This design comes from an exercise in tuning for small area, a short achievable clock period and few clock cycles per item on the open sky130 flow, not from production work.
Function was checked by simulation only, so behaviour that the tests miss may differ from the original.
Power is estimated from default activity; no workload was simulated.

==> run M <==
==> flow/design.v (excerpt) <==
module rgpfe_kernel (
    input  wire        clk,
    input  wire        rst,
    input  wire        in_valid,
    output wire        in_ready,
    input  wire [7:0]  in_mode,
    input  wire        in_fmt,      
    input  wire [63:0] in_c,
    input  wire [63:0] in_a1,
    input  wire [63:0] in_a2,
    input  wire [63:0] in_a3,
    input  wire [63:0] in_a4,
    input  wire [63:0] in_a5,
    input  wire [63:0] in_a6,
    input  wire [63:0] in_a7,
    input  wire [63:0] in_a8,
    output wire        out_valid,
    input  wire        out_ready,
    output wire [63:0] out_data
);
export LEC_CHECK = 0
export CAP_MARGIN = 20
export CORE_MARGIN = 2
export CORE_UTILIZATION = 30
export PLACE_DENSITY = 0.45
export SLEW_MARGIN = 20
create_clock -name core_clock -period 20.0 [get_ports {clk}]
run.sh (not shown) runs the stock make flow with config.mk's settings and CLKGATE_MAP_FILE= SYNTH_SCRIPT=/design/flow/synth_recipe.tcl, a recipe that flattens the netlist after the stock synthesis.
==> inputs of run Y, as changes to run M <==
--- a/flow/design.v
+++ b/flow/design.v
@@ -163,18 +163,18 @@
     genvar j, p, q;
     generate
         for (j = 0; j < 8; j = j + 1) begin : g_lane
             assign cb[j] = r_c[8*j +: 8];
             assign ab[j] = {r_a7[8*j +: 8], r_a6[8*j +: 8], r_a5[8*j +: 8], r_a4[8*j +: 8],
                             r_a3[8*j +: 8], r_a2[8*j +: 8], r_a1[8*j +: 8], r_a0[8*j +: 8]};
             for (p = 0; p < 8; p = p + 1) begin : g_p
                 for (q = p + 1; q < 8; q = q + 1) begin : g_q
-                    assign {pg[j][p*(15-p)/2 + (q-p-1)], pe[j][p*(15-p)/2 + (q-p-1)]} =
-                        cmp8(ab[j][8*p +: 8], ab[j][8*q +: 8]);
+                    assign pg[j][p*(15-p)/2 + (q-p-1)] = ab[j][8*p +: 8] > ab[j][8*q +: 8];
+                    assign pe[j][p*(15-p)/2 + (q-p-1)] = ab[j][8*p +: 8] >= ab[j][8*q +: 8];
                 end
             end
         end
         for (j = 0; j < 8; j = j + 2) begin : g_pair_a
             wire [27:0] gj = pg[j+1] | (pe[j+1] & pg[j]);
             wire [27:0] g_l = r_fmt[j/2] ? gj : pg[j];
             wire [27:0] g_u = r_fmt[j/2] ? gj : pg[j+1];
             rgpfe_lane u_lo (.g(g_l), .km1(km1), .a(ab[j]),
==> flow/flow/run.sh (new file) <==
#!/bin/bash
# Layout flow: the standard ORFS flow (standard.sh), unchanged, with
# ORFS's own timing repair (run after floorplan, CTS and global routing)
# asked to aim for more setup slack than the 20 ns clock needs, so the
# critical paths are sized for a shorter achieved period.
# The design, SDC, clock period and all other settings are the standard flow's.
set -euo pipefail
bash standard.sh SETUP_SLACK_MARGIN=15 TNS_END_PERCENT=5 finish > flow_standard.log 2>&1
==> flow/standard.sh (new file) <==
#!/bin/bash
# synth_recipe.tcl (not shown) runs the flow's synth.tcl, then flattens the netlist and writes it again
# the make line also repeats each setting of config.mk as NAME=value (left out here)
make -C /OpenROAD-flow-scripts/flow DESIGN_CONFIG=/design/flow/config.mk WORK_HOME=/design/flow/orfs CLKGATE_MAP_FILE= SYNTH_SCRIPT=/design/flow/synth_recipe.tcl "${@:-finish}"
CORE_UTILIZATION = 45   (was 30)
PLACE_DENSITY = 0.6   (was 0.45)
removed: flow/run.sh
==> qor summary <==
Routability Congestion: run Y 0.974; run M 0.946
Clock network area share: run Y 3.79%; run M 4.44%
Multi-input gate area: run Y 96800 um2; run M 84800 um2
Capture instance of the worst register-to-register path: run Y hd[39]; run M lo_b[58]
Layout net count: run Y 18700; run M 17000
Worst Min Path Start: run Y mean9_b[0]; run M uu_b[2]
Fraction of area in registers: run Y 20.7%; run M 21.8%
Iteration-0 DRC count of the detailed router: run Y 9198; run M 11900
Final Hold Slack: run Y 0.327 ns; run M 0.336 ns
Net switching power: run Y 13200 uW; run M 13300 uW
Number of global-route vias before repair: run Y 107000; run M 107000
Category of the critical setup timing path: run Y reg -> out; run M reg -> reg
Global routing met1 resource utilization: run Y 40.8%; run M 34.6%
Outcome: run Y timing/DRC/antenna clean; run M timing/DRC/antenna clean
Relative slew slack: run Y 27.7%; run M 15.8%
Utilization of the core after routing: run Y 52.0%; run M 34.6%
Testbench counts of run M, summed over its fixed seeds: cycles 16,032, items 16,000.
Testbench counts of run Y, summed over its fixed seeds: cycles 16,032, items 16,000.

==> inputs of run X <==
Another version of the RTL of rgpfe_kernel (not shown whole).
Settings: LEC_CHECK=0, CAP_MARGIN=20, CORE_MARGIN=2, CORE_UTILIZATION=45, PLACE_DENSITY=0.6, SLEW_MARGIN=20; clock period 20.0 ns.
standard.sh (not shown) runs the stock make flow with config.mk's settings and CLKGATE_MAP_FILE= SYNTH_SCRIPT=/design/flow/synth_recipe.tcl, a recipe that flattens the netlist after the stock synthesis.
==> flow/flow/run.sh <==
#!/bin/bash
# Layout flow: the standard ORFS flow (standard.sh), unchanged, with
#  - ORFS's own timing repair (run after floorplan, CTS and global routing)
#    asked to aim for more setup slack than the 20 ns clock needs, so the
#    critical paths are sized for a shorter achieved period, and allowed
#    to resize cells across footprints;
#  - every input and output port buffered (as the standard flow does) with
#    a plain buf_2 instead of the delay buffer buffer_ports picks.
# The design, SDC, clock period and all other settings are the standard flow's.
set -euo pipefail
bash standard.sh SETUP_SLACK_MARGIN=15 TNS_END_PERCENT=5 MATCH_CELL_FOOTPRINT=0 \
    "BUFFER_PORTS_ARGS=-buffer_cell sky130_fd_sc_hd__buf_2" finish > flow_standard.log 2>&1
==> run D (differences from run X) <==
--- a/flow/config.mk
+++ b/flow/config.mk
@@ -8,5 +8,7 @@
 export CAP_MARGIN = 20
 export CORE_MARGIN = 2
 export CORE_UTILIZATION = 45
+export CTS_CLUSTER_DIAMETER = 100
+export CTS_CLUSTER_SIZE = 28
 export PLACE_DENSITY = 0.6
 export SLEW_MARGIN = 20
==> qor summary <==
                                                                           run X         run D
Latest clock arrival within the worst-skew pair                          0.91 ns       0.89 ns
Leakage Power                                                            75.6 nW       74.2 nW
Fmax achieved                                                            184 MHz       183 MHz
Power per unit of standard cell area                                 166 mW/mm^2   162 mW/mm^2
Wire length of the first global-routing pass                              650 mm        646 mm
Clock slew seen by the registers of the worst setup and hold paths       0.06 ns       0.11 ns
Fraction of standard cell area in multi-input logic                        62.8%         64.0%
Worst setup endpoint                                                out_data[44]  out_data[22]
Number of signal-net buffers in the layout                                   772           782
WP data arrival                                                          1.44 ns       1.45 ns
Fraction of the cycle the final worst path needs                           27.2%         27.3%
Combinational fraction of design power                                     66.0%         69.4%
Met1 Usage GRT                                                             39.2%         39.3%
Fraction of the core area covered by cells at the end of the flow          50.6%         49.8%
Data buffer area share                                                     2.91%         3.03%
Met2 Track Usage GR                                                        42.4%         42.3%
Run status                                              timing/DRC/antenna clean  timing/DRC/antenna clean
Share of the final layout cell area in sequential cells                    22.2%         22.6%
Testbench counts of run X, summed over its fixed seeds: cycles 16,032, items 16,000.
Testbench counts of run D, summed over its fixed seeds: cycles 16,032, items 16,000.

==> trial 3: inputs <==
Another version of the RTL of rgpfe_kernel (not shown whole).
==> flow/config.mk <==
export PLATFORM = sky130hd
export DESIGN_NAME = rgpfe_kernel
export DESIGN_NICKNAME = rgpfe_kernel
export VERILOG_FILES = /design/flow/design.v
export SDC_FILE = /design/flow/constraint.sdc
export NUM_CORES = 4
export LEC_CHECK = 0
export CAP_MARGIN = 10
export CORE_MARGIN = 2
export CORE_UTILIZATION = 45
export CTS_CLUSTER_DIAMETER = 100
export CTS_CLUSTER_SIZE = 28
export PLACE_DENSITY = 0.6
export SLEW_MARGIN = 10
==> flow/constraint.sdc <==
create_clock -name core_clock -period 20.0 [get_ports {clk}]
set_input_delay 4.0000 -clock core_clock [delete_from_list [all_inputs] [get_ports {clk}]]
set_output_delay 4.0000 -clock core_clock [all_outputs]
set_load 0.01 [all_outputs]
Scripts as last shown in full above: flow/flow/run.sh
==> build 97 (differences from trial 3) <==
Settings changed: CAP_MARGIN 10 to 20, CORE_UTILIZATION 45 to 50, PLACE_DENSITY 0.6 to 0.65, SLEW_MARGIN 10 to 20.
==> build 94 (differences from trial 3) <==
Settings changed: CAP_MARGIN 10 to 20, SLEW_MARGIN 10 to 20.
==> run notes <==
Status: build 94 complete, no violations; build 97 complete, no violations; trial 3 complete, no violations
Required time at the endpoint of the critical path: build 94 16.00 ns; build 97 20.82 ns; trial 3 16.00 ns
Number of vias per cell: build 94 5.798; build 97 5.931; trial 3 5.772
Vias post-DR: build 94 102,777; build 97 102,897; trial 3 102,565
Data arrival time of the critical path: build 94 1.45 ns; build 97 6.34 ns; trial 3 1.46 ns
Clock period minus worst slack: build 94 5.448 ns; build 97 5.515 ns; trial 3 5.460 ns
Diode count: build 94 13; build 97 9; trial 3 24
Slowest library cell on the worst path: build 94 sky130_fd_sc_hd__dfxtp_1; build 97 sky130_fd_sc_hd__o21ai_0; trial 3 sky130_fd_sc_hd__dfxtp_4
Post-CTS setup repair buffer count: build 94 5; build 97 4; trial 3 7
Total die area: build 94 296,100 um2; build 97 266,700 um2; trial 3 296,100 um2
Number of cells on the critical path: build 94 1; build 97 13; trial 3 1
Peak clock frequency supported by timing: build 94 183.6 MHz; build 97 181.3 MHz; trial 3 183.2 MHz
Fraction of area in non-clock buffers: build 94 0.03155; build 97 0.03335; trial 3 0.03301
Initial core utilization: build 94 0.4518; build 97 0.5015; trial 3 0.4518
P_comb: build 94 18.9 mW; build 97 18.7 mW; trial 3 19.0 mW
Critical Setup Path Class: build 94 register to output port; build 97 register to register; trial 3 register to output port
Core ar.: build 94 290,600 um2; build 97 261,800 um2; trial 3 290,600 um2
Worst setup skew after layout: build 94 0.08313 ns; build 97 0.04543 ns; trial 3 0.09203 ns
Share of the final layout cell area in sequential cells: build 94 0.2238; build 97 0.2241; trial 3 0.2231
Met1 Routed Length: build 94 201.0 mm; build 97 189.3 mm; trial 3 201.4 mm
Worst setup slack before clock tree synthesis: build 94 12.62 ns; build 97 13.15 ns; trial 3 12.64 ns
Initial antenna violation count: build 94 28; build 97 37; trial 3 28
Multi-input gate share of the layout cell area: build 94 0.6418; build 97 0.6431; trial 3 0.6409
Testbench counts of trial 3, summed over its fixed seeds: cycles 16,032, items 16,000.
Testbench counts of build 97, summed over its fixed seeds: cycles 16,032, items 16,000.
Testbench counts of build 94, summed over its fixed seeds: cycles 16,032, items 16,000.

[port drivers added, routing unchanged]
The results above use ideal ports. As a check the final layouts listed here were re-extracted and re-timed, cells and wires unchanged. Step 1 assumes that a clkbuf_16 drives the clock port and a buf_2 every other input. Step 2 moves the port delays by t, midway between the first and last clock arrival at a register: inputs arrive t later, outputs are due t later. That takes back most of the time a late clock gives input paths. a / b / c = ideal ports / drivers / drivers and shift; a / b = the first two.
run | shift t [ns] | setup WS [ns] | worst slew at a driven data input, ns | cell pins on the clock port's net
run M | 1.030 | 13.248 / 13.248 / 13.060 | 0.37 | 1
run Y | 0.951 | 14.308 / 14.213 / 13.627 | 0.13 | 1
run X | 0.979 | 14.564 / 14.466 / 14.147 | 0.10 | 1
run D | 0.962 | 14.547 / 14.446 / 14.194 | 0.09 | 1
trial 3 | 0.961 | 14.540 / 14.434 / 13.983 | 0.17 | 1
build 97 | 0.966 | 14.485 / 14.466 / 14.086 | 0.16 | 1
build 94 | 0.963 | 14.552 / 14.446 / 13.989 | 0.17 | 1
After both steps setup and hold are still met in every run listed. The setup slack of run Y, which loses most, moves by -0.095 ns with the drivers and by -0.681 ns with both steps.
